This design comes from an exercise in tuning for small area on the open sky130 flow, not from production work. Function was checked by simulation only, so behaviour that the tests miss may differ from the original. No activity file was given, so power comes from the tool's default toggle rates.

## msop_core
module msop_core (
    input  wire        clk,
    input  wire        rst,
    output wire [7:0]  imem_addr,
    input  wire [63:0] imem_data,
    output wire        dmem_re,
    output wire        dmem_we,
    output wire [7:0]  dmem_addr,
    output wire [31:0] dmem_wdata,
    input  wire [31:0] dmem_rdata,
    output wire        halted,
    output wire        aborted,
    output wire [1:0]  abort_cause,
    input  wire [3:0]  dbg_sel,
    output wire [31:0] dbg_val
);
Size: roughly 1600 cells after synthesis, roughly 190 I/O pins.
Settings: LEC_CHECK=0, CAP_MARGIN=20, CORE_MARGIN=2, CORE_UTILIZATION=60, PLACE_DENSITY=0.75, SLEW_MARGIN=20; clock period 13.0 ns.
standard.sh (not shown) runs the stock make flow with config.mk's settings and CLKGATE_MAP_FILE= SYNTH_SCRIPT=/design/flow/synth_recipe.tcl, a recipe that flattens the netlist after the stock synthesis.
==> flow/flow/run.sh <==
#!/bin/bash
# Own layout flow: the standard flow (standard.sh: ORFS with the standard flow's
# synthesis script, floorplan, power grid, placement and routing) with three
# changes, none of which touches the registers or the constraints:
#  - ABC maps the logic with an area-oriented script (flow/abc_map.script)
#    in place of ORFS's delay-oriented one; ORFS's scripts are copied here
#    and only abc_speed.script is replaced;
#  - each port gets the smallest buffer, buf_1, instead of the default one;
#  - the clock tree uses larger sink clusters and no dummy loads.
# The make output goes to flow.log here; ORFS keeps each step's log under orfs/logs.
set -euo pipefail
rm -rf scripts
cp -r "$FLOW_HOME/scripts" scripts
cp flow/abc_map.script scripts/abc_speed.script
export SCRIPTS_DIR="$PWD/scripts"
export BUFFER_PORTS_ARGS="-buffer_cell sky130_fd_sc_hd__buf_1"
export CTS_ARGS="-sink_clustering_enable -repair_clock_nets -dont_use_dummy_load -sink_clustering_size 28 -sink_clustering_max_diameter 100"
bash standard.sh finish > flow.log 2>&1
==> flow/flow/abc_map.script <==
strash
dc2
dch -f
amap
topo
Next try:
Settings changed: CORE_UTILIZATION 60 to 40, PLACE_DENSITY 0.75 to 0.6.
Effect: Count of clock-buffer cells in the layout stays the same. Area after synthesis is unchanged. Cell area rises slightly. Utilization falls by 22 points. Sequential share of layout area falls by 0.73 points. Critical path depth rises by 10. Total power rises slightly.

========
== before ==
The RTL this note starts from:
==> flow/design.v <==
module msop_core (
    input  wire        clk,
    input  wire        rst,
    output wire [7:0]  imem_addr,
    input  wire [63:0] imem_data,
    output wire        dmem_re,
    output wire        dmem_we,
    output wire [7:0]  dmem_addr,
    output wire [31:0] dmem_wdata,
    input  wire [31:0] dmem_rdata,
    output wire        halted,
    output wire        aborted,
    output wire [1:0]  abort_cause,
    input  wire [3:0]  dbg_sel,
    output wire [31:0] dbg_val
);
    localparam ST_CLR  = 4'd0;    
    localparam ST_FET  = 4'd1;    
    localparam ST_PC   = 4'd2;    
    localparam ST_PB   = 4'd3;    
    localparam ST_IT   = 4'd4;    
    localparam ST_MV   = 4'd5;    
    localparam ST_PA   = 4'd6;    
    localparam ST_LDW  = 4'd7;    
    localparam ST_HALT = 4'd8;
    localparam ST_ABT1 = 4'd9;    
    localparam ST_ABT2 = 4'd10;   
    reg  [3:0]   state;
    reg  [7:0]   pc;
    reg  [3:0]   k;
    reg  [511:0] ring;
    reg  [31:0]  A, B, Y;
    reg          lap;
    reg          first;
    reg          qn;
    wire [31:0] R = ring[511:480];
    wire [4:0]  op  = imem_data[63:59];
    wire [3:0]  fa  = imem_data[57:54];
    wire [3:0]  fb  = imem_data[52:49];
    wire [3:0]  fc  = imem_data[47:44];
    wire [31:0] imm = imem_data[31:0];
    wire is_ar   = ~op[4] & ~op[3];               
    wire is_mul  = is_ar & (op[1:0] == 2'd0);
    wire is_div  = is_ar & (op[1:0] == 2'd3);
    wire is_md   = is_mul | is_div;
    wire is_sub  = is_ar & (op[1:0] == 2'd2);
    wire is_mem  = (op[4:2] == 3'b010);           
    wire is_ld   = is_mem & ~op[0];
    wire is_st   = is_mem & op[0];
    wire is_set  = (op == 5'd12);
    wire is_br   = (op >= 5'd13) && (op <= 5'd17);
    wire is_ret  = (op == 5'd18);
    wire is_wr   = is_ar | is_set;                
    wire regform = is_mem ? op[1] : (is_ar & op[2]);
    wire [3:0] kn = k - 4'd1;
    wire mk_a  = (k == fa);
    wire mk_a1 = (kn == fa);
    wire mk_b  = (k == fb);
    wire mk_c  = (k == fc);
    reg        xa1, xa2, s_in;
    reg        selR, selY, selI, inv, cin;
    reg        bload, yload, wen, wrd;
    wire [31:0] XA  = (A & {32{xa1}}) | ({A[30:0], 1'b0} & {32{xa2}}) | {31'd0, s_in};
    wire [31:0] XB  = ((R & {32{selR}}) | (Y & {32{selY}}) | (imm & {32{selI}})) ^ {32{inv}};
    wire [16:0] cl;
    wire [16:0] ch;
    wire [15:0] u;
    wire [16:0] t;
    wire [31:0] S;
    assign cl[0] = cin;
    assign ch[0] = 1'b0;
    assign t[0]  = 1'b1;
    genvar gi;
    generate
        for (gi = 0; gi < 16; gi = gi + 1) begin : g_add
            assign S[gi]    = XA[gi] ^ XB[gi] ^ cl[gi];
            assign cl[gi+1] = (XA[gi] & XB[gi]) | (cl[gi] & (XA[gi] ^ XB[gi]));
            assign u[gi]    = XA[gi+16] ^ XB[gi+16] ^ ch[gi];
            assign ch[gi+1] = (XA[gi+16] & XB[gi+16]) | (ch[gi] & (XA[gi+16] ^ XB[gi+16]));
            assign t[gi+1]  = t[gi] & u[gi];
            assign S[gi+16] = u[gi] ^ (cl[16] & t[gi]);
        end
    endgenerate
    wire s_hz = ~|S[31:10];
    wire s_z  = s_hz & ~|S[9:0];
    wire s_n  = S[31];
    reg taken;
    always @(*) begin
        case (op[2:0])
            3'd5: taken = s_z;              
            3'd6: taken = ~s_n;             
            3'd7: taken = s_n | s_z;        
            3'd0: taken = ~s_n & ~s_z;      
            default: taken = s_n;           
        endcase
    end
    wire [7:0] target = imm[31] ? 8'd0 : imm[9:2];
    reg [3:0] nstate;
    reg       pc_adv;
    reg       re, we;
    wire dsub = ~((A[31] & ~first) ^ Y[31]);
    always @(*) begin
        xa1 = 1'b1; xa2 = 1'b0; s_in = 1'b0;
        selR = 1'b0; selY = 1'b0; selI = 1'b0; inv = 1'b0; cin = 1'b0;
        bload = 1'b0; yload = 1'b0; wen = 1'b0; wrd = 1'b0;
        nstate = state; pc_adv = 1'b0; re = 1'b0; we = 1'b0;
        case (state)
            ST_CLR: begin
                xa1 = 1'b0; wen = 1'b1;
                if (k == 4'd0) nstate = ST_FET;
            end
            ST_FET: nstate = ST_PC;
            ST_PC: begin
                if (is_ret) nstate = ST_HALT;
                else if (mk_c) begin
                    xa1 = 1'b0; selR = regform; selI = ~regform;
                    inv = is_sub; cin = is_sub;
                    yload = 1'b1;
                    nstate = (is_div & s_z) ? ST_ABT1 : ST_PB;
                end
            end
            ST_PB: begin
                if (mk_b) begin
                    selR = 1'b1;
                    if (is_md) begin
                        xa1 = 1'b0;
                        inv = is_div & R[31]; cin = is_div & R[31];
                        bload = 1'b1;
                        nstate = ST_IT;
                    end else begin
                        selR = ~(is_set | is_br);
                        nstate = (is_mem & ~s_hz) ? ST_ABT2 : ST_PA;
                    end
                end
            end
            ST_IT: begin
                xa1 = 1'b0; xa2 = ~first;
                if (is_div) begin
                    s_in = B[31];
                    selY = 1'b1; inv = dsub; cin = dsub;
                end else begin
                    selY = B[31];
                end
                if (mk_b && lap) nstate = is_div ? ST_MV : ST_PA;
            end
            ST_MV: begin
                xa1 = 1'b0; xa2 = 1'b1; s_in = B[31] ^ qn;
                if (mk_b && lap) nstate = ST_PA;
            end
            ST_PA: begin
                if (is_ld) begin
                    if (mk_a1) begin re = 1'b1; nstate = ST_LDW; end
                end else if (mk_a) begin
                    pc_adv = 1'b1; nstate = ST_FET;
                    if (is_st) we = 1'b1;
                    if (is_br) begin xa1 = 1'b0; selR = 1'b1; end
                    if (is_wr) begin cin = is_div & qn; wen = 1'b1; end
                end
            end
            ST_LDW: begin
                wen = 1'b1; wrd = 1'b1; pc_adv = 1'b1; nstate = ST_FET;
            end
            default: ;
        endcase
    end
    always @(posedge clk) begin
        ring <= {ring[479:0], wen ? (wrd ? dmem_rdata : S) : R};
        A <= S;
        B <= bload ? S : {B[30:0], ~S[31]};
        if (yload) Y <= S;
        if (state == ST_PC) qn <= S[31];
        else if (state == ST_PB && mk_b) qn <= qn ^ R[31];
        first <= (state == ST_PB);
        if (state != ST_IT && state != ST_MV) lap <= 1'b0;
        else if (mk_b) lap <= ~lap;
        if (rst) begin
            state <= ST_CLR;
            pc    <= 8'd0;
            k     <= 4'd15;
        end else begin
            state <= nstate;
            k     <= kn;
            if (pc_adv) pc <= (is_br & taken) ? target : pc + 8'd1;
        end
    end
    assign imem_addr   = pc;
    assign dmem_re     = re;
    assign dmem_we     = we;
    assign dmem_addr   = A[9:2];
    assign dmem_wdata  = R;
    assign halted      = (state == ST_HALT);
    assign aborted     = (state == ST_ABT1) || (state == ST_ABT2);
    assign abort_cause = {state == ST_ABT2, state == ST_ABT1};
    wire [3:0] pos = dbg_sel + ~k;
    reg  [31:0] dv;
    integer i;
    always @(*) begin
        dv = 32'd0;
        for (i = 0; i < 16; i = i + 1)
            dv = dv | (ring[i*32 +: 32] & {32{pos == i[3:0]}});
    end
    assign dbg_val = dv;
endmodule
==> flow/config.mk <==
export PLATFORM = sky130hd
export DESIGN_NAME = msop_core
export DESIGN_NICKNAME = msop_core
export VERILOG_FILES = /design/flow/design.v
export SDC_FILE = /design/flow/constraint.sdc
export NUM_CORES = 4
export LEC_CHECK = 0
export CAP_MARGIN = 20
export CORE_MARGIN = 2
export CORE_UTILIZATION = 40
export PLACE_DENSITY = 0.6
export SLEW_MARGIN = 20
==> flow/constraint.sdc <==
create_clock -name core_clock -period 13.0 [get_ports {clk}]
set_input_delay 2.6000 -clock core_clock [delete_from_list [all_inputs] [get_ports {clk}]]
set_output_delay 2.6000 -clock core_clock [all_outputs]
set_load 0.01 [all_outputs]
==> flow/flow/run.sh <==
#!/bin/bash
# Own layout flow: the standard flow (standard.sh: the standard synthesis,
# floorplan, power grid, placement and routing) with two changes:
#  - each port gets the smallest buffer, buf_1, instead of the default one;
#  - the clock tree uses larger sink clusters and no dummy loads.
# The make output goes to flow.log here; ORFS keeps each step's log under orfs/logs.
set -euo pipefail
export BUFFER_PORTS_ARGS="-buffer_cell sky130_fd_sc_hd__buf_1"
export CTS_ARGS="-sink_clustering_enable -repair_clock_nets -dont_use_dummy_load -sink_clustering_size 25 -sink_clustering_max_diameter 100"
bash standard.sh finish > flow.log 2>&1
before was carried through to the last stage, and its layout satisfied the timing, DRC and antenna checks.
## Diff of input files: after against before
--- a/flow/flow/run.sh
+++ b/flow/flow/run.sh
@@ -7,4 +7,4 @@
 set -euo pipefail
 export BUFFER_PORTS_ARGS="-buffer_cell sky130_fd_sc_hd__buf_1"
-export CTS_ARGS="-sink_clustering_enable -repair_clock_nets -dont_use_dummy_load -sink_clustering_size 25 -sink_clustering_max_diameter 100"
+export CTS_ARGS="-sink_clustering_enable -repair_clock_nets -dont_use_dummy_load -sink_clustering_size 28 -sink_clustering_max_diameter 100"
 bash standard.sh finish > flow.log 2>&1
- after has completed all stages; timing, DRC and antenna checks passed.
- Diff after..before | area share of buffers outside the clock network | negligible
- Worst supply voltage drop on vdd was lower in after than in before.
- [compare] base=before new=after: post-route fraction of the period consumed by the critical path closely matched the old numbers; leakage component of the power decreased by 0.49% relative to the old numbers; clock period minus worst slack increased by 0.0097 ns relative to the old numbers.
- In the metrics for after and before, the one carrying the higher post-CTS clock slew at the launch and capture registers of the worst setup and hold paths is after.
- Between before and after, the routed via count does not differ in any meaningful way.
- On net switching fraction of the power, after tracks before almost exactly.
- [after vs before] design area: lower in after
- The count of endpoints failing hold in the final timing report on after is in line with that on before.

==> afterwards: timing with drivers on the ports <==
How much do the figures lean on ideal ports? The routed layouts below were timed once more, with nothing changed but the port constraints. Step 1: set_driving_cell puts a clkbuf_16 on clk and a buf_2 on each other input, an assumption about the parent block. Step 2, shift: input delay + t, output delay - t, t = (earliest + latest rising clock arrival at the registers) / 2. This alone moves slack from input paths to output paths. Three values: ideal ports, drivers, drivers and shift; two values: the first two.
| run | shift t [ns] | setup WS [ns] | clock arrival spread, ns | worst register clock-pin slew, ns | pins driven straight from the clock port |
|---|---|---|---|---|---|
| the first run of note 1 | 0.619 | 0.434 / 0.461 / -0.157 | 0.054 / 0.055 | 0.11 / 0.11 | 1 |
| the second run of note 1 | 0.633 | 0.856 / 0.856 / 0.261 | 0.030 / 0.030 | 0.11 / 0.11 | 1 |
| before | 0.624 | 0.315 / 0.353 / -0.271 | 0.049 / 0.048 | 0.10 / 0.10 | 1 |
| after | 0.619 | 0.306 / 0.340 / -0.280 | 0.039 / 0.039 | 0.11 / 0.11 | 1 |
With both steps, setup timing fails in the first run of note 1, before and after, where it was met with ideal ports. For the second run of note 1, which loses most, drivers alone change the setup slack by 0.000 ns; drivers and shift together by -0.595 ns.
